This is an optimization exercise on Yosys and OpenROAD, whose aim is small area, not a production implementation. The RTL was checked by simulation tests, not by an equivalence proof against the original design. No activity file was given, so power comes from the tool's default toggle rates.

--- config.mk ---
export PLATFORM = sky130hd
export DESIGN_NAME = acc
export DESIGN_NICKNAME = acc
export VERILOG_FILES = /design/flow/design.v
export SDC_FILE = /design/flow/constraint.sdc
export NUM_CORES = 4
export LEC_CHECK = 0
export CAP_MARGIN = 20
export CORE_MARGIN = 2
export CORE_UTILIZATION = 40
export SLEW_MARGIN = 20
--- constraint.sdc ---
create_clock -name core_clock -period 20.0 [get_ports {clk}]
set_input_delay 4.0000 -clock core_clock [delete_from_list [all_inputs] [get_ports {clk}]]
set_output_delay 4.0000 -clock core_clock [all_outputs]
set_load 0.01 [all_outputs]
--- design.v ---
module acc_scale24 (
    input  wire [7:0] c,
    output wire [2:0] level
);
    wire ge51  = c >= 8'd51;
    wire ge102 = c >= 8'd102;
    wire ge153 = c >= 8'd153;
    wire ge204 = c >= 8'd204;
    wire ge255 = c == 8'd255;
    assign level[2] = ge204;
    assign level[1] = ge102 & ~ge204;
    assign level[0] = (ge51 & ~ge102) | (ge153 & ~ge204) | ge255;
endmodule
module acc_rgb_code (
    input  wire [2:0] red,
    input  wire [2:0] green,
    input  wire [2:0] blue,
    output wire [7:0] code
);
    assign code = 8'd16 + 8'd36 * red + 8'd6 * green + blue;
endmodule
module acc_classify (
    input  wire [7:0]  code,
    output reg  [10:0] var_out
);
    wire [7:0] rem   = code - 8'd16;
    wire [7:0] red   = rem / 8'd36;
    wire [7:0] green = (rem / 8'd6) % 8'd6;
    wire [7:0] blue  = rem % 8'd6;
    always @* begin
        if (code[7:4] == 4'd0)
            var_out = {1'b0, code[3], 6'd0, code[2:0]};
        else if (code <= 8'd231)
            var_out = {2'd2, red[2:0], green[2:0], blue[2:0]};
        else
            var_out = {2'd3, 4'd0, code[4] & code[3], code[4] & ~code[3], code[2:0]};
    end
endmodule
module acc_var_encode;
endmodule
module acc (
    input  wire        clk,
    input  wire        rst,
    input  wire        req_valid,
    input  wire [31:0] req_word,
    output wire        rsp_valid,
    output wire [31:0] rsp_word
);
    wire [3:0]  op = req_word[31:28];
    wire [23:0] a  = req_word[23:0];
    reg        seq_bnd;
    reg  [7:0] seq_cur;
    wire       seq_active = !(seq_bnd && seq_cur[7:5] == 3'b111 && (seq_cur[4] || seq_cur[3]));
    wire [1:0] tag = a[10:9];            
    wire z_hi  = a[23:11] == 13'd0;
    wire z_mid = a[10:8] == 3'd0;
    wire z_lo  = a[7:3] == 5'd0;
    wire fmt_n = z_hi && z_mid && z_lo;               
    wire fmt_b = z_hi && z_mid;                       
    wire var_ok = z_hi && (tag[1] ? (!tag[0] || a[8:5] == 4'd0) : (a[8:3] == 6'd0));
    reg  ill;
    always @* begin
        case (op)
            4'h1, 4'h2:             ill = !fmt_n;
            4'h3, 4'h5, 4'h9, 4'hB: ill = 1'b0;
            4'h4, 4'h7, 4'h8, 4'hA: ill = !fmt_b;
            4'h6:                   ill = !var_ok;
            4'hC:                   ill = !fmt_n || (a[2] && (a[1] || a[0]));
            4'hD:                   ill = !(fmt_n && a[2:0] == 3'd0);
            default:                ill = 1'b1;
        endcase
        if (req_word[27:24] != 4'd0) ill = 1'b1;
    end
    wire       ch_v  = op[2] & op[1];
    wire       ch_s  = (op[2] & ~op[1]) | (op[3] & op[1]);
    wire [2:0] s_r, s_g, s_b;
    acc_scale24 u_scale_r (.c(a[23:16]), .level(s_r));
    acc_scale24 u_scale_g (.c(a[15:8]),  .level(s_g));
    acc_scale24 u_scale_b (.c(a[7:0]),   .level(s_b));
    wire [2:0] ch_r = ch_v ? a[8:6] : ch_s ? s_r : a[18:16];
    wire [2:0] ch_g = ch_v ? a[5:3] : ch_s ? s_g : a[10:8];
    wire [2:0] ch_b = ch_s ? s_b : a[2:0];
    wire [7:0] rgb_code;
    acc_rgb_code u_rgb_code (.red(ch_r), .green(ch_g), .blue(ch_b), .code(rgb_code));
    wire [4:0] hi_r = a[23:19];
    wire [4:0] hi_g = a[15:11];
    wire [4:0] hi_b = ch_v ? 5'd0 : a[7:3];
    wire bad_r = hi_r != 5'd0 || (ch_r[2] && ch_r[1]);
    wire bad_g = hi_g != 5'd0 || (ch_g[2] && ch_g[1]);
    wire bad_b = hi_b != 5'd0 || (ch_b[2] && ch_b[1]);
    wire rgb_bad = bad_r | bad_g | bad_b;
    wire [7:0] bad_val = bad_r ? {hi_r, ch_r} : bad_g ? {hi_g, ch_g} : {hi_b, ch_b};
    wire grey_bad = a[7:5] != 3'd0 || (a[4] && a[3]);
    wire [7:0] grey_code = {3'b111, a[4] | a[3], ~a[3], a[2:0]};
    wire [10:0] cls_var;
    acc_classify u_classify (.code(a[7:0]), .var_out(cls_var));
    wire idx8 = (op[1] & ~op[2]) | (op[2] & a[9]);
    reg  rng;
    reg  [10:0] raw;
    always @* begin
        rng = 1'b0;
        raw = 11'bx;
        case (op)
            4'h1, 4'h2, 4'h8: raw = {3'd0, a[7:4], a[3] | idx8, a[2:0]};
            4'h3: begin rng = rgb_bad; raw = rgb_bad ? {3'd0, bad_val} : {3'd0, rgb_code}; end
            4'h9: begin rng = rgb_bad; raw = rgb_bad ? {3'd0, bad_val} : {2'b10, ch_r, ch_g, ch_b}; end
            4'h5: raw = {3'd0, rgb_code};
            4'hB: raw = {2'b10, ch_r, ch_g, ch_b};
            4'h4: begin rng = grey_bad; raw = {3'd0, grey_bad ? a[7:0] : grey_code}; end
            4'hA: begin rng = grey_bad; raw = {!grey_bad, !grey_bad, 1'b0, a[7:0]}; end
            4'h7: raw = cls_var;
            4'hC: raw = 11'd0;
            4'hD: raw = {3'd0, seq_cur};
            4'h6: case (tag)
                2'd0, 2'd1: raw = {3'd0, a[7:4], a[3] | idx8, a[2:0]};
                2'd2: begin rng = rgb_bad; raw = {3'd0, rgb_bad ? bad_val : rgb_code}; end
                default: begin rng = grey_bad; raw = {3'd0, grey_bad ? a[7:0] : grey_code}; end
            endcase
            default: ;
        endcase
    end
    wire op_start = op == 4'hC;
    wire op_next  = op == 4'hD;
    wire end_seq  = op_next && !seq_active;
    wire [1:0]  status = {ill | end_seq, !ill & (rng | end_seq)};
    wire [10:0] data   = (ill | end_seq) ? 11'd0 : raw;
    wire accept  = req_valid && !rst;
    wire legal_start = op_start && !ill;
    wire legal_next  = op_next && !ill && seq_active;
    wire seq_end = seq_cur[2:0] == 3'b111 &&
                   (seq_bnd ? (seq_cur[7:4] == 4'd0 || seq_cur[7:5] == 3'b111)
                            : seq_cur[7:3] == 5'b11111);
    wire [7:0] sel_first = (a[2:0] == 3'd2) ? 8'd8 : (a[2:0] == 3'd3) ? 8'd16 :
                           (a[2:0] == 3'd4) ? 8'd232 : 8'd0;
    wire do_start = accept && legal_start;
    wire do_inc   = accept && legal_next;
    wire do_stop  = rst || (accept && legal_next && seq_end);
    wire [8:0] inc_c;
    wire [7:0] inc_s;
    assign inc_c[0] = do_inc;
    genvar k;
    generate
        for (k = 0; k < 8; k = k + 1) begin : g_inc
            assign inc_s[k]   = seq_cur[k] ^ inc_c[k];
            assign inc_c[k+1] = seq_cur[k] & inc_c[k];
        end
    endgenerate
    always @(posedge clk) begin
        if (do_start) begin
            seq_cur <= sel_first;
            seq_bnd <= a[2:0] == 3'd1 || a[2:0] == 3'd2 || a[2:0] == 3'd3;
        end else begin
            seq_cur <= inc_s | (do_stop ? 8'd232 : 8'd0);
            seq_bnd <= seq_bnd || do_stop;
        end
    end
    assign rsp_valid = accept;
    assign rsp_word  = {2'b00, status, 4'd0, 13'd0, data};
endmodule
--- flow/run.sh ---
#!/bin/bash
# Own layout flow: the standard synthesis, then the combinational logic
# between the registers re-optimised for area with ABC (registers kept as
# they are, with their names and cell types; several ABC seeds, the smallest
# result kept), then the standard layout steps, with one tie cell for the
# constant outputs and buf_1 port buffers.
set -euo pipefail
HERE=$(pwd)
RES=$HERE/orfs/results/$FLOW_PLATFORM/acc/base
YOSYS=$FLOW_HOME/../tools/install/yosys/bin/yosys
[ -x "$YOSYS" ] || YOSYS=$(command -v yosys)
LIB=$FLOW_HOME/platforms/sky130hd/lib/sky130_fd_sc_hd__tt_025C_1v80.lib

bash standard.sh synth > $HERE/1_synth_std.log 2>&1
cp $RES/1_2_yosys.v $HERE/1_2_yosys_std.v

SEEDS="1 2 3 4"
for s in $SEEDS; do
  sed "s/@SEED@/$s/" $HERE/flow/area.abc > $HERE/area_$s.abc
  LIB=$LIB IN=$HERE/1_2_yosys_std.v OUT=$HERE/1_2_yosys_opt_$s.v ABC_SCRIPT=$HERE/area_$s.abc \
    $YOSYS -c $HERE/flow/resynth.tcl > $HERE/resynth_$s.log 2>&1 &
done
wait
best=""; best_area=""
for s in $SEEDS; do
  a=$(awk '/Chip area for module/ {print $NF}' $HERE/1_2_yosys_opt_$s.v.stat 2>/dev/null || true)
  [ -n "$a" ] || continue
  echo "seed $s: area $a" >> $HERE/resynth_pick.log
  if [ -z "$best" ] || awk -v a=$a -v b=$best_area 'BEGIN{exit !(a<b)}'; then best=$s; best_area=$a; fi
done
echo "picked seed $best ($best_area)" >> $HERE/resynth_pick.log
cp $HERE/1_2_yosys_opt_$best.v $RES/1_2_yosys.v
rm -f $RES/1_synth.odb $RES/1_synth.sdc
bash standard.sh SKIP_REPAIR_TIE_FANOUT=1 \
  "BUFFER_PORTS_ARGS=-buffer_cell sky130_fd_sc_hd__buf_1" \
  "CTS_ARGS=-sink_clustering_enable -repair_clock_nets -dont_use_dummy_load -buf_list sky130_fd_sc_hd__clkbuf_4" \
  finish > $HERE/layout.log 2>&1
--- flow/area.abc ---
strash
&get -n
&deepsyn -T 300 -S @SEED@
&put
amap -m
topo
--- flow/resynth.tcl ---
# Re-optimise the combinational logic of the standard synthesis for
# area. Register cells stay black boxes, so every register keeps its
# instance name and cell type; all other cells are flattened to logic,
# optimised by ABC and mapped to the library again.
yosys read_liberty -ignore_miss_func $::env(LIB)
yosys read_verilog $::env(IN)
yosys hierarchy -top acc
# black-box every library cell that holds a flip-flop or latch
set seq {}
foreach pat [list {*/t:$_DFF*} {*/t:$_SDFF*} {*/t:$_DLATCH*} {*/t:$_ALDFF*} {*/t:$_DFFSR*} {*/t:$_FF_*}] {
  foreach c [split [string trim [yosys tee -q -s result.string select -list $pat]] "\n"] {
    set c [string trim $c]
    if {$c ne ""} { lappend seq [lindex [split $c /] 0] }
  }
}
foreach m [lsort -unique $seq] { yosys blackbox $m }
yosys flatten
yosys hierarchy -top acc
yosys opt -full
yosys setundef -zero
yosys abc -liberty $::env(LIB) -script $::env(ABC_SCRIPT) -dont_use sky130_fd_sc_hd__probe_p_8 -dont_use sky130_fd_sc_hd__probec_p_8 -dont_use sky130_fd_sc_hd__lpflow_bleeder_1 -dont_use sky130_fd_sc_hd__lpflow_clkbufkapwr_1 -dont_use sky130_fd_sc_hd__lpflow_clkbufkapwr_16 -dont_use sky130_fd_sc_hd__lpflow_clkbufkapwr_2 -dont_use sky130_fd_sc_hd__lpflow_clkbufkapwr_4 -dont_use sky130_fd_sc_hd__lpflow_clkbufkapwr_8 -dont_use sky130_fd_sc_hd__lpflow_clkinvkapwr_1 -dont_use sky130_fd_sc_hd__lpflow_clkinvkapwr_16 -dont_use sky130_fd_sc_hd__lpflow_clkinvkapwr_2 -dont_use sky130_fd_sc_hd__lpflow_clkinvkapwr_4 -dont_use sky130_fd_sc_hd__lpflow_clkinvkapwr_8 -dont_use sky130_fd_sc_hd__lpflow_decapkapwr_12 -dont_use sky130_fd_sc_hd__lpflow_decapkapwr_3 -dont_use sky130_fd_sc_hd__lpflow_decapkapwr_4 -dont_use sky130_fd_sc_hd__lpflow_decapkapwr_6 -dont_use sky130_fd_sc_hd__lpflow_decapkapwr_8 -dont_use sky130_fd_sc_hd__lpflow_inputiso0n_1 -dont_use sky130_fd_sc_hd__lpflow_inputiso0p_1 -dont_use sky130_fd_sc_hd__lpflow_inputiso1n_1 -dont_use sky130_fd_sc_hd__lpflow_inputiso1p_1 -dont_use sky130_fd_sc_hd__lpflow_inputisolatch_1 -dont_use sky130_fd_sc_hd__lpflow_isobufsrc_1 -dont_use sky130_fd_sc_hd__lpflow_isobufsrc_16 -dont_use sky130_fd_sc_hd__lpflow_isobufsrc_2 -dont_use sky130_fd_sc_hd__lpflow_isobufsrc_4 -dont_use sky130_fd_sc_hd__lpflow_isobufsrc_8 -dont_use sky130_fd_sc_hd__lpflow_isobufsrckapwr_16 -dont_use sky130_fd_sc_hd__lpflow_lsbuf_lh_hl_isowell_tap_1 -dont_use sky130_fd_sc_hd__lpflow_lsbuf_lh_hl_isowell_tap_2 -dont_use sky130_fd_sc_hd__lpflow_lsbuf_lh_hl_isowell_tap_4 -dont_use sky130_fd_sc_hd__lpflow_lsbuf_lh_isowell_4 -dont_use sky130_fd_sc_hd__lpflow_lsbuf_lh_isowell_tap_1 -dont_use sky130_fd_sc_hd__lpflow_lsbuf_lh_isowell_tap_2 -dont_use sky130_fd_sc_hd__lpflow_lsbuf_lh_isowell_tap_4 -dont_use # -dont_use # -dont_use Define -dont_use fill -dont_use cells -dont_use export -dont_use FILL_CELLS -dont_use ?= -dont_use sky130_fd_sc_hd__fill_1 -dont_use sky130_fd_sc_hd__fill_2 -dont_use sky130_fd_sc_hd__fill_4 -dont_use sky130_fd_sc_hd__fill_8
yosys opt_clean -purge
yosys hilomap -singleton -hicell sky130_fd_sc_hd__conb_1 HI -locell sky130_fd_sc_hd__conb_1 LO
yosys insbuf -buf sky130_fd_sc_hd__buf_1 A X
yosys splitnets
# left out here: clean up, hide names made inside functions
yosys tee -o $::env(OUT).stat stat -liberty $::env(LIB)
yosys write_verilog -noattr -nohex -nodec $::env(OUT)
--- standard.sh ---
#!/bin/bash
# synth_recipe.tcl (not shown) runs the flow's synth.tcl, then flattens the netlist and writes it again
# the make line also repeats each setting of config.mk as NAME=value (left out here)
make -C /OpenROAD-flow-scripts/flow DESIGN_CONFIG=/design/flow/config.mk WORK_HOME=/design/flow/orfs CLKGATE_MAP_FILE= SYNTH_SCRIPT=/design/flow/synth_recipe.tcl "${@:-finish}"
==> key figures, run 1 <==
Clock tree
  – CTS Buf Count: 3
  – Htree depth: 1
  – CTS resizes: 0
  – Root buf cell: clkbuf_4
  – Clock latency on the worst-skew pair: 0.27 ns
  – CTS tree: yes
  – Clk sink count: 9
  – Post-CTS Setup Inserts: 0
  – Worst-path clk slew: 0.05 ns
  – Clk buf depth: 2
  – Number of hold buffers added after CTS: 0

Finish
  – Diode count: 0
  – Fin nets: 455
  – Fin util: 46.7%
  – P&R area growth vs syn: 11.1%
  – Share of cells above drive strength 1: 0.957%
  – FILL cells: 561

Drt
  – Wirelength per Cell: 15.4 um
  – Detailed Route WL: 7480 um
  – # DRC: 0
  – Routed vias: 2893
  – First-pass DRT Iterations: 6
  – Drt first-iter violations: 468
  – Routed Antenna Nets: 0
  – Vias/cell: 5.96

Floorplan
  – Die X: 74.9 um
  – Chip height: 74.9 um
  – Core Rows: 25
  – Initial core utilization: 42.0%
  – Die ar.: 5610 sq um
  – Io pins: 68
  – Core ar.: 4790 sq um

Critical path
  – CP Capture Type: output port
  – Critical path origin: req_word[31]
  – R2R Setup Slk: 17.56 ns
  – CP delay by family, top: compound AO/OA/AOI/OAI gates
  – CP max FO: 13
  – Most frequent CP cell: nor2_1
  – Crit path cell chain: buf_1 > nor2_1 > a21oi_1 > buf_4 > clkinv_1 > o32ai_1 > clkinv_1 > a21oi_1 > o21ai_0 > nor2_1 > o221ai_1 > o21ai_0 > nand2_1 > clkinv_1 > nand2_1 > a221oi_1 > nor2_1 > nor2_1 > buf_1
  – Worst Setup Start Kind: primary input
  – Slowest Stage Delay on Critical Path: 0.62 ns
  – Number of buffers and inverters on the critical path: 6
  – Required time of the worst setup path: 16.00 ns
  – CP Class: in -> out
  – Crit Reg-Reg Startpoint: seq_cur[6]
  – WP data arrival: 8.34 ns
  – Slowest CP cell: o32ai_1

Timing
  – Fin crit share: 61.7%
  – Total Neg Setup Slack: 0 ns
  – Slew headroom: 36.4%
  – Final Hold Fails: 0
  – Max Freq: 81.0 MHz
  – RSZ-0062 raised after global routing: false
  – Count of final setup violators: 0
  – Fin crit period: 12.34 ns
  – Clock Skews: 0.0210 ns
  – Min Hold Slack: 0.470 ns
  – Worst slew pin tran: 0.953 ns
  – Slew Viols, Final: 0

Synth
  – Yosys Warn Count: 2
  – Mapped Cells: 385
  – Syn nets: 420
  – Post-Syn Area: 2010 sq um
  – Avg Inst Size Synth: 5.22 sq um

Run
  – Max Cap Viol: 0

Placed design
  – Routability Congestion: 0.996
  – IO buf count: 48
  – Hpwl dp: 6130 um

GRT
  – GRT overflow: 0
  – Initial antenna violation count: 0
  – Vias in the first global route: 2562
  – First-pass GRT wire length: 12000 um
  – Total GRT Usage: 27.2%
  – Largest net degree at the start of global routing: 20

Min path
  – Hold Path Class: reg -> reg
  – Min-delay src: seq_cur[2]

Pwr
  – Leak Pwr: 0.740 nW
  – IR drop worst, VDD: 0.0000258 V
  – Power Density: 35.0 nW/um^2

Run status
  – Status: finished clean
-- worst paths after layout --
| check | to | cells after the start |
|---|---|---|
| setup / recovery | rsp_word[4] | 19 |
| hold / removal | seq_cur[2] | 2 |
| setup reg to reg | seq_cur[3] | 13 |
| hold reg to reg | seq_cur[2] | 2 |
-- metal layers --
metal  GRT usage (%)  part of all wire, %
met1            38.7                   44
met5               0                    0
met2            43.4                   44
met3            2.68                   11
met4            7.94                  1.9
-- worst register-to-register path: cells and delay by family, from the launching register on --
kind | cells | cell delay (ns)
flops | 1 | 0.35
compound gates | 3 | 0.47
buf+inv | 2 | 0.30
simple gates | 8 | 1.22
-- stage by stage --
stage	total power [W]	instances	cell area (sq um)	worst slack (ns)
CTS	0.0000773	485	2230	7.83
floorplan	0.0000506	385	2010	8.46
global placement	0.0000644	482	2210	8.12
finish	0.0000783	485	2230	7.66
detailed placement	0.0000635	482	2210	7.86
global route	0.0000842	485	2230	7.25
-- state kept, by name (all words and copies together) (netlist names) --
| name | flops |
|---|---|
| seq_bnd | 1 |
| seq_cur | 8 |
-- cell type report --
class                      instances  area [sq um]  share of cell area, %
multi-input combinational        287          1500                   67.0
inverter                          70           263                   11.8
timing repair buffer              49           188                   8.40
sequential                         9           180                   8.07
tap                               67          83.8                   3.75
clock buffer                       3          22.5                   1.01
-- placed cells by master, fill, tap and decap left out, types with 2 or more instances in the layout --
cell / count
clkbuf_4: 3
o21ai_0: 34
a31oi_1: 14
nand4_1: 3
clkinv_1: 70
nor2_1: 102
a211oi_1: 5
o221ai_1: 4
nand3_1: 5
a22oi_1: 2
dfxtp_1: 9
a221oi_1: 4
nor4_1: 7
o21a_1: 4
o211ai_1: 2
buf_1: 48
a31o_1: 3
o22ai_1: 6
nor3_1: 12
o32ai_1: 6
a21oi_1: 19
o22a_1: 3
a222oi_1: 6
nand2_1: 30
-- power breakdown --
part	internal [W]	total [W]	switching (W)	leakage (nW)
Combinational	0.0000142	0.0000468	0.0000326	0.653
Clock	0.00000690	0.0000132	0.00000634	0.0138
Sequential	0.0000181	0.0000182	0.0000000981	0.0728
==> inputs of run 2 (changes only) <==
--- a/design.v
+++ b/design.v
@@ -23,15 +23,29 @@
     input  wire [7:0]  code,
     output reg  [10:0] var_out
 );
-    wire [7:0] rem   = code - 8'd16;
-    wire [7:0] red   = rem / 8'd36;
-    wire [7:0] green = (rem / 8'd6) % 8'd6;
-    wire [7:0] blue  = rem % 8'd6;
+    function [8:0] div3_7(input [6:0] n);    
+        integer i; reg [1:0] r; reg [2:0] v; reg [6:0] q;
+        begin
+            r = 2'd0;
+            for (i = 6; i >= 0; i = i - 1) begin
+                v = {r, n[i]};
+                q[i] = v >= 3'd3;
+                r = q[i] ? v - 3'd3 : v[1:0];
+            end
+            div3_7 = {r, q};
+        end
+    endfunction
+    wire [6:0] h  = code[7:1] - 7'd8;
+    wire [8:0] d1 = div3_7(h);           
+    wire [8:0] d2 = div3_7({2'd0, d1[5:1]});   
+    wire [2:0] red   = d2[2:0];
+    wire [2:0] green = {d2[8:7], d1[0]};
+    wire [2:0] blue  = {d1[8:7], code[0]};
     always @* begin
         if (code[7:4] == 4'd0)
             var_out = {1'b0, code[3], 6'd0, code[2:0]};
         else if (code <= 8'd231)
-            var_out = {2'd2, red[2:0], green[2:0], blue[2:0]};
+            var_out = {2'd2, red, green, blue};
         else
             var_out = {2'd3, 4'd0, code[4] & code[3], code[4] & ~code[3], code[2:0]};
     end
@@ -94,36 +108,41 @@
     wire [7:0] grey_code = {3'b111, a[4] | a[3], ~a[3], a[2:0]};
     wire [10:0] cls_var;
     acc_classify u_classify (.code(a[7:0]), .var_out(cls_var));
-    wire idx8 = (op[1] & ~op[2]) | (op[2] & a[9]);
-    reg  rng;
-    reg  [10:0] raw;
-    always @* begin
-        rng = 1'b0;
-        raw = 11'bx;
-        case (op)
-            4'h1, 4'h2, 4'h8: raw = {3'd0, a[7:4], a[3] | idx8, a[2:0]};
-            4'h3: begin rng = rgb_bad; raw = rgb_bad ? {3'd0, bad_val} : {3'd0, rgb_code}; end
-            4'h9: begin rng = rgb_bad; raw = rgb_bad ? {3'd0, bad_val} : {2'b10, ch_r, ch_g, ch_b}; end
-            4'h5: raw = {3'd0, rgb_code};
-            4'hB: raw = {2'b10, ch_r, ch_g, ch_b};
-            4'h4: begin rng = grey_bad; raw = {3'd0, grey_bad ? a[7:0] : grey_code}; end
-            4'hA: begin rng = grey_bad; raw = {!grey_bad, !grey_bad, 1'b0, a[7:0]}; end
-            4'h7: raw = cls_var;
-            4'hC: raw = 11'd0;
-            4'hD: raw = {3'd0, seq_cur};
-            4'h6: case (tag)
-                2'd0, 2'd1: raw = {3'd0, a[7:4], a[3] | idx8, a[2:0]};
-                2'd2: begin rng = rgb_bad; raw = {3'd0, rgb_bad ? bad_val : rgb_code}; end
-                default: begin rng = grey_bad; raw = {3'd0, grey_bad ? a[7:0] : grey_code}; end
-            endcase
-            default: ;
-        endcase
-    end
+    wire o3 = op[3], o2 = op[2], o1 = op[1], o0 = op[0];
+    wire v_rgb  = tag == 2'd2;                        
+    wire v_grey = tag == 2'd3;                        
+    wire op_var = ~o3 & o2 & o1 & ~o0;
+    wire g_idx  = ~o2 & ~(o0 & (o1 | o3));            
+    wire g_grey = (~o3 & o2 & ~o1 & ~o0) | (op_var & v_grey);     
+    wire g_chk  = (~o2 & o0 & (o1 ^ o3)) | (op_var & v_rgb);      
+    wire g_s24  = ~o3 & o2 & ~o1 & o0 | o3 & ~o2 & o1 & o0;        
+    wire g_cls  = o2 & o1 & o0;                       
+    wire g_next = o3 & o2 & o0;                       
+    wire g_pack = o3 & ~o2 & o0;                      
+    wire g_vlow = op_var & ~tag[1];                   
+    wire idx8 = (o1 & ~o2 & ~o3) | (o2 & a[9]);
+    wire ngrey = o3 & ~o2 & o1 & ~o0;                 
+    wire rng = (g_chk & rgb_bad) | ((g_grey | ngrey) & grey_bad);
+    wire [7:0] a_idx = {a[7:4], a[3] | idx8, a[2:0]};
+    wire t_a    = g_idx | g_vlow | ((g_grey | ngrey) & grey_bad);
+    wire t_grey = g_grey & ~grey_bad;
+    wire t_code = ((g_chk & ~o3) & ~rgb_bad) | (g_s24 & ~o3);
+    wire t_pack = g_pack & ~(g_chk & rgb_bad);
+    wire t_bad  = g_chk & rgb_bad;
+    wire t_next = g_next & seq_active;
+    wire [7:0] pack = {ch_r[1:0], ch_g, ch_b};
+    wire [7:0] raw_lo = ({8{t_a}} & a_idx) | ({8{t_grey}} & grey_code) |
+                        ({8{t_code}} & rgb_code) | ({8{t_pack}} & pack) |
+                        ({8{t_bad}} & bad_val) | ({8{g_cls}} & cls_var[7:0]) |
+                        ({8{t_next}} & seq_cur);
+    wire [2:0] raw_hi = ({3{t_pack}} & {2'b10, ch_r[2]}) |
+                        ({3{ngrey & ~grey_bad}} & 3'b110) |
+                        ({3{g_cls}} & cls_var[10:8]);
     wire op_start = op == 4'hC;
     wire op_next  = op == 4'hD;
     wire end_seq  = op_next && !seq_active;
     wire [1:0]  status = {ill | end_seq, !ill & (rng | end_seq)};
-    wire [10:0] data   = (ill | end_seq) ? 11'd0 : raw;
+    wire [10:0] data   = ill ? 11'd0 : {raw_hi, raw_lo};
     wire accept  = req_valid && !rst;
     wire legal_start = op_start && !ill;
     wire legal_next  = op_next && !ill && seq_active;
--- a/flow/run.sh
+++ b/flow/run.sh
@@ -14,12 +14,15 @@
 bash standard.sh synth > $HERE/1_synth_std.log 2>&1
 cp $RES/1_2_yosys.v $HERE/1_2_yosys_std.v
 
-SEEDS="1 2 3 4"
-for s in $SEEDS; do
-  sed "s/@SEED@/$s/" $HERE/flow/area.abc > $HERE/area_$s.abc
-  LIB=$LIB IN=$HERE/1_2_yosys_std.v OUT=$HERE/1_2_yosys_opt_$s.v ABC_SCRIPT=$HERE/area_$s.abc \
-    $YOSYS -c $HERE/flow/resynth.tcl > $HERE/resynth_$s.log 2>&1 &
-done
+SEEDS="1 2 3 4 5 6 7 8"
+run_seed() {
+  sed "s/@SEED@/$1/" $HERE/flow/area.abc > $HERE/area_$1.abc
+  LIB=$LIB IN=$HERE/1_2_yosys_std.v OUT=$HERE/1_2_yosys_opt_$1.v ABC_SCRIPT=$HERE/area_$1.abc \
+    $YOSYS -c $HERE/flow/resynth.tcl > $HERE/resynth_$1.log 2>&1 || true
+}
+for s in 1 2 3 4; do run_seed $s & done
+wait
+for s in 5 6 7 8; do run_seed $s & done
 wait
 best=""; best_area=""
 for s in $SEEDS; do
==> flow/area.abc (replaced) <==
strash
&get -n
&deepsyn -T 150 -S @SEED@
&put
amap -m
topo
==> key figures, run 2 <==
Run status
  – Status: finished clean

Clock tree
  – Root buf cell: clkbuf_4
  – Clock latency on the worst-skew pair: 0.26 ns (about the same)
  – CTS Buf Count: 3 (unchanged)
  – CTS tree: yes
  – Clk buf depth: 2 (unchanged)
  – Number of hold buffers added after CTS: 0 (unchanged)
  – CTS resizes: 0 (unchanged)
  – Worst-path clk slew: 0.05 ns (about the same)
  – Post-CTS Setup Inserts: 0 (unchanged)
  – Clk sink count: 9 (unchanged)
  – Htree depth: 1 (unchanged)

Placed design
  – Hpwl dp: 6500 um (+6.1%)
  – IO buf count: 48 (unchanged)
  – Placed cells: 466 (-3.3%)
  – Routability Congestion: 1.02 (+2.0%)

Drt
  – First-pass DRT Iterations: 6 (unchanged)
  – Detailed Route WL: 7860 um (+5.1%)
  – Routed Antenna Nets: 0 (unchanged)
  – Vias/cell: 6.13 (+2.7%)
  – Routed vias: 2874 (-0.66%)
  – Wirelength per Cell: 16.8 um (+8.7%)
  – Drt first-iter violations: 406 (-13%)
  – # DRC: 0 (unchanged)

Pwr
  – Power Density: 35.9 nW/um^2 (+2.5%)
  – Leak Pwr: 0.729 nW (-1.5%)
  – IR drop worst, VDD: 0.0000358 V (+38%)

GRT
  – Largest net degree at the start of global routing: 20 (unchanged)
  – GRT met1 Usage: 38.3% (-0.42 points)
  – GRT overflow: 0 (unchanged)
  – First-pass GRT wire length: 12200 um (+2.1%)
  – GR Layer Usage met2: 47.7% (+4.3 points)
  – Initial antenna violation count: 0 (unchanged)
  – Vias in the first global route: 2539 (-0.90%)
  – Met3 usage: 5.28% (+2.6 points)
  – GRT Max-Usage Layer: met2
  – Total GRT Usage: 28.6% (+1.4 points)

Synth
  – Avg Inst Size Synth: 5.31 sq um (+1.7%)
  – Mapped Cells: 369 (-4.2%)
  – Syn nets: 404 (-3.8%)
  – Post-Syn Area: 1960 sq um (-2.6%)
  – Yosys Warn Count: 2 (unchanged)

Timing
  – Final Hold Fails: 0 (unchanged)
  – Worst slew pin tran: 0.972 ns (+0.0183 ns)
  – Clock Skews: 0.0143 ns (-0.00672 ns)
  – Fin crit share: 63.0% (+1.3 points)
  – Count of final setup violators: 0 (unchanged)
  – Slew Viols, Final: 0 (unchanged)
  – Min Hold Slack: 0.484 ns (+0.0149 ns)
  – Slew headroom: 35.2% (-1.2 points)
  – RSZ-0062 raised after global routing: false
  – Max Freq: 79.4 MHz (-2.0%)
  – Total Neg Setup Slack: 0 ns (unchanged)
  – Fin crit period: 12.60 ns (+0.254 ns)

Floorplan
  – Die X: 74.0 um (-1.2%)
  – Chip height: 74.0 um (-1.2%)
  – Core ar.: 4720 sq um (-1.3%)
  – Io pins: 68 (unchanged)
  – Initial core utilization: 41.5% (-0.53 points)
  – Core Rows: 25 (unchanged)
  – Die ar.: 5470 sq um (-2.4%)

Min path
  – Min-delay src: seq_cur[1]
  – Hold Path Class: reg -> reg
  – Hold path depth: 2 (unchanged)
  – Hold worst-path end: seq_cur[1]

Critical path
  – Required time of the worst setup path: 16.00 ns (about the same)
  – Worst Setup Start Kind: primary input
  – R2R Path End: seq_bnd
  – R2R Setup Slk: 17.42 ns (-0.14 ns)
  – CP max FO: 12 (-1)
  – Crit Reg-Reg Startpoint: seq_cur[5]
  – WP data arrival: 8.60 ns (+0.26 ns)
  – R2R cell count: 15 (+2)
  – CP Class: in -> out
  – CP Capture Type: output port

Finish
  – Max reg flops: 8 (unchanged)
  – Fin nets: 439 (-3.5%)
  – Most flops, register: seq_cur
  – Share of cells above drive strength 1: 0.995% (+0.038 points)
  – FILL cells: 532 (-5.2%)
  – Most frequent cells in the layout: nor2_1 (77), clkinv_1 (54), buf_1 (48)
  – Post-route insts no fill: 469 (-3.3%)
  – Diode count: 0 (unchanged)
  – P&R area growth vs syn: 11.4%
  – Biggest regs: seq_cur: 8 flops, seq_bnd: 1 flops
  – Most common cell after layout, fill and taps aside: nor2_1

Run
  – Max Cap Viol: 0 (unchanged)
-- run 2: cell types whose count changed in the layout (fill, tap and decap cells not counted), moves of 3 or more --
cell,change
clkinv_1,-16
a21oi_1,+16
or2_0,+3
a222oi_1,-3
nor4_1,-4
nand2_1,+16
nor3_1,-3
o21ai_0,-7
nor2_1,-25
o22ai_1,+3
a211oi_1,-3
-- run 2: worst max-delay path, cell delays in order --
cell and delay [ns]:
buf_1 0.26, clkinv_1 0.18, o22ai_1 0.76, and3_1 0.28
nand2_1 0.07, o21ai_0 0.10, o21ai_0 0.26, o21ai_0 0.47
clkinv_1 0.21, a31oi_1 0.28, nand2_1 0.23, nor2_1 0.20
clkinv_1 0.12, nor2_1 0.20, nor2_1 0.12, nor2_1 0.12
nor2_1 0.06, mux2_1 0.29, nor2_1 0.09, a21oi_1 0.04
nor2_1 0.08, buf_1 0.15
-- run 2: cell type report --
type	instances	area, sq um	area share, %
Sequential cell	9	180	8.26
Multi-Input combinational cell	287	1510	69.0
Timing Repair Buffer	49	188	8.60
Inverter	54	203	9.29
Tap cell	67	83.8	3.84
Clock buffer	3	22.5	1.03
-- run 2: per-layer routing --
layer	wire length, um	vias to the layer above
met2	3510	193
met3	907	22
met1	3230	1289
li1	-	1370
met4	212	0
met5	0	-
-- run 2: worst max-delay path by stage --
stage                       startpoint           to  slack, ns  cells past startpoint
after floorplan           req_word[29]  rsp_word[2]       8.88                     20
after global placement    req_word[31]  rsp_word[2]       7.84                     22
after detailed placement  req_word[31]  rsp_word[2]       7.62                     22
after CTS                 req_word[31]  rsp_word[2]       7.60                     22
after global routing      req_word[31]  rsp_word[2]       6.92                     19
final                     req_word[31]  rsp_word[2]       7.40                     22
-- run 2: report_power, final --
group	switching, W	internal (W)
Combinational	0.0000331	0.0000145
Clock	0.00000584	0.00000689
Sequential	0.0000000569	0.0000180
Total	0.0000390	0.0000394
-- run 2: stage by stage --
stage | cell area [sq um] | total power, W | worst slack [ns] | utilization [%]
floorplan | 1960 | 0.0000506 | 8.88 | -
global placement | 2160 | 0.0000651 | 7.84 | 45.7
detailed placement | 2160 | 0.0000643 | 7.62 | 45.7
CTS | 2180 | 0.0000775 | 7.60 | 46.2
global route | 2180 | 0.0000847 | 6.92 | 46.2
finish | 2180 | 0.0000784 | 7.40 | 46.2
==> inputs of run 3 (changes only) <==
--- a/flow/run.sh
+++ b/flow/run.sh
@@ -14,16 +14,17 @@
 bash standard.sh synth > $HERE/1_synth_std.log 2>&1
 cp $RES/1_2_yosys.v $HERE/1_2_yosys_std.v
 
-SEEDS="1 2 3 4 5 6 7 8"
+SEEDS=$(seq 1 16)
 run_seed() {
   sed "s/@SEED@/$1/" $HERE/flow/area.abc > $HERE/area_$1.abc
   LIB=$LIB IN=$HERE/1_2_yosys_std.v OUT=$HERE/1_2_yosys_opt_$1.v ABC_SCRIPT=$HERE/area_$1.abc \
     $YOSYS -c $HERE/flow/resynth.tcl > $HERE/resynth_$1.log 2>&1 || true
 }
-for s in 1 2 3 4; do run_seed $s & done
-wait
-for s in 5 6 7 8; do run_seed $s & done
-wait
+# four ABC runs at a time (the layout's share of the machine)
+for round in 0 1 2 3; do
+  for i in 1 2 3 4; do run_seed $((round * 4 + i)) & done
+  wait
+done
 best=""; best_area=""
 for s in $SEEDS; do
   a=$(awk '/Chip area for module/ {print $NF}' $HERE/1_2_yosys_opt_$s.v.stat 2>/dev/null || true)
==> key figures, run 3 <==
Clock tree
  – Clock latency on the worst-skew pair: 0.26 ns (about the same)
  – Root buf cell: clkbuf_4
  – CTS resizes: 0 (unchanged)
  – Clk sink count: 9 (unchanged)
  – Post-CTS Setup Inserts: 0 (unchanged)
  – Htree depth: 1 (unchanged)
  – CTS tree: yes
  – CTS Buf Count: 3 (unchanged)
  – Number of hold buffers added after CTS: 0 (unchanged)
  – Worst-path clk slew: 0.05 ns (about the same)
  – Clk buf depth: 2 (unchanged)

Drt
  – First-pass DRT Iterations: 6 (unchanged)
  – Routed Antenna Nets: 0 (unchanged)
  – Vias/cell: 6.13 (unchanged)
  – Detailed Route WL: 7860 um (unchanged)
  – Drt first-iter violations: 406 (unchanged)
  – Wirelength per Cell: 16.8 um (unchanged)
  – Routed vias: 2874 (unchanged)
  – # DRC: 0 (unchanged)

Pwr
  – Sw frac: 49.7% (unchanged)
  – Switching power: 0.0000390 W (unchanged)
  – IR drop worst, VDD: 0.0000358 V (unchanged)
  – Pint: 0.0000394 W (unchanged)
  – Clock share of power: 16.2% (about the same)
  – Power Total: 0.0000784 W (unchanged)
  – Leak Pwr: 0.729 nW (unchanged)
  – Comb pwr share: 60.7% (about the same)
  – Power Density: 35.9 nW/um^2 (unchanged)
  – Sequential power share: 23.1% (about the same)

Timing
  – Count of final setup violators: 0 (unchanged)
  – Clock Skews: 0.0143 ns (unchanged)
  – Slew headroom: 35.2% (unchanged)
  – Total Neg Setup Slack: 0 ns (unchanged)
  – Final Hold Fails: 0 (unchanged)
  – Fin crit share: 63.0% (unchanged)
  – Max Freq: 79.4 MHz (unchanged)
  – Worst slew pin tran: 0.972 ns (unchanged)
  – Slew Viols, Final: 0 (unchanged)
  – RSZ-0062 raised after global routing: false
  – Fin crit period: 12.60 ns (unchanged)

Finish
  – Biggest regs: seq_cur: 8 flops, seq_bnd: 1 flops
  – Share of cells above drive strength 1: 0.995% (unchanged)
  – Most flops, register: seq_cur
  – Max reg flops: 8 (unchanged)
  – Diode count: 0 (unchanged)
  – Most frequent cells in the layout: nor2_1 (77), clkinv_1 (54), buf_1 (48)
  – FILL cells: 532 (unchanged)
  – P&R area growth vs syn: 11.4% (unchanged)
  – Fin nets: 439 (unchanged)
  – Most common cell after layout, fill and taps aside: nor2_1

Placed design
  – IO buf count: 48 (unchanged)
  – Routability Congestion: 1.02 (unchanged)
  – Hpwl dp: 6500 um (unchanged)

GRT
  – Initial antenna violation count: 0 (unchanged)
  – Largest net degree at the start of global routing: 20 (unchanged)
  – First-pass GRT wire length: 12200 um (unchanged)
  – Vias in the first global route: 2539 (unchanged)
  – GRT overflow: 0 (unchanged)
  – Total GRT Usage: 28.6% (unchanged)

Floorplan
  – Die ar.: 5470 sq um (unchanged)
  – Core ar.: 4720 sq um (unchanged)
  – Die X: 74.0 um (unchanged)
  – Io pins: 68 (unchanged)
  – Chip height: 74.0 um (unchanged)
  – Initial core utilization: 41.5% (unchanged)
  – Core Rows: 25 (unchanged)

Synth
  – Post-Syn Area: 1960 sq um (unchanged)
  – Yosys Warn Count: 2 (unchanged)
  – Avg Inst Size Synth: 5.31 sq um (unchanged)
  – Syn nets: 404 (unchanged)
  – Mapped Cells: 369 (unchanged)

Critical path
  – Worst Setup Start Kind: primary input
  – CP Capture Type: output port
  – CP Class: in -> out
  – R2R Setup Slk: 17.42 ns (about the same)
  – CP max FO: 12 (unchanged)
  – Required time of the worst setup path: 16.00 ns (about the same)
  – WP data arrival: 8.60 ns (about the same)

Min path
  – Hold Path Class: reg -> reg

Run
  – Max Cap Viol: 0 (unchanged)

Run status
  – Status: finished clean
==> run 3: critical path, stage by stage <==
cell and delay, ns:
buf_1 0.26, clkinv_1 0.18, o22ai_1 0.76, and3_1 0.28
nand2_1 0.07, o21ai_0 0.10, o21ai_0 0.26, o21ai_0 0.47
clkinv_1 0.21, a31oi_1 0.28, nand2_1 0.23, nor2_1 0.20
clkinv_1 0.12, nor2_1 0.20, nor2_1 0.12, nor2_1 0.12
nor2_1 0.06, mux2_1 0.29, nor2_1 0.09, a21oi_1 0.04
nor2_1 0.08, buf_1 0.15
==> run 3: metal layers <==
layer | wire length (um) | global-route usage, % | part of all wire (%)
met1 | 3230 | 38.3 | 41
met2 | 3510 | 47.7 | 45
met3 | 907 | 5.28 | 12
met4 | 212 | 6.67 | 2.7
met5 | 0 | 0 | 0
==> run 3: final cells by class <==
| type | instances | area (sq um) | share of cell area (%) |
|---|---|---|---|
| clock buffer | 3 | 22.5 | 1.03 |
| tap | 67 | 83.8 | 3.84 |
| multi-input combinational | 287 | 1510 | 69.0 |
| timing repair buffer | 49 | 188 | 8.60 |
| inverter | 54 | 203 | 9.29 |
| sequential | 9 | 180 | 8.26 |
==> run 3: worst paths after layout <==
| check | end | cells after the start | start |
|---|---|---|---|
| setup / recovery | rsp_word[2] | 22 | req_word[31] |
| hold / removal | seq_cur[1] | 2 | seq_cur[1] |
| setup reg to reg | seq_bnd | 15 | seq_cur[5] |
| hold reg to reg | seq_cur[1] | 2 | seq_cur[1] |
==> run 3: power by group through the flow <==
stage                     registers, W  logic (W)  clock network, W
after floorplan              0.0000184  0.0000322                 0
after global placement       0.0000184  0.0000466                 0
after detailed placement     0.0000184  0.0000458                 0
after CTS                    0.0000180  0.0000462         0.0000133
after global routing         0.0000180  0.0000529         0.0000137
final                        0.0000181  0.0000476         0.0000127
==> run 3: metrics by stage <==
step	instances	instance area [sq um]	utilization [%]	hold WS, ns	setup WS (ns)
finish	469	2180	46.2	0.484	7.40
global route	469	2180	46.2	0.507	6.92
CTS	469	2180	46.2	0.485	7.60
detailed placement	466	2160	45.7	0.476	7.62
global placement	466	2160	45.7	0.475	7.84
floorplan	369	1960	-	0.443	8.88

-- port drivers added, routing unchanged --
No port has a modelled driver above. Below, the same layouts with a new extraction and two added sets of constraints. Step 1 (the two cells are an assumption about what drives the block):
set clk [get_ports {clk}]
set_driving_cell -lib_cell sky130_fd_sc_hd__clkbuf_16 $clk
set_driving_cell -lib_cell sky130_fd_sc_hd__buf_2 [delete_from_list [all_inputs] $clk]
Step 2 moves the port delays by t, midway between the first and last clock arrival at a register: inputs arrive t later, outputs are due t later. That takes back most of the time a late clock gives input paths. Three values: ideal, step 1, step 2; two values: the first two.
| run | t (ns) | setup WS [ns] | worst setup path at the end |
|---|---|---|---|
| run 1 | 0.279 | 7.655 / 7.630 / 7.630 | input to output |
| run 2 | 0.269 | 7.402 / 7.380 / 7.380 | input to output |
| run 3 | 0.269 | 7.402 / 7.380 / 7.380 | input to output |
After both steps setup and hold are still met in every run listed. For run 1, which loses most, drivers alone change the setup slack by -0.025 ns; drivers and shift together by -0.025 ns.
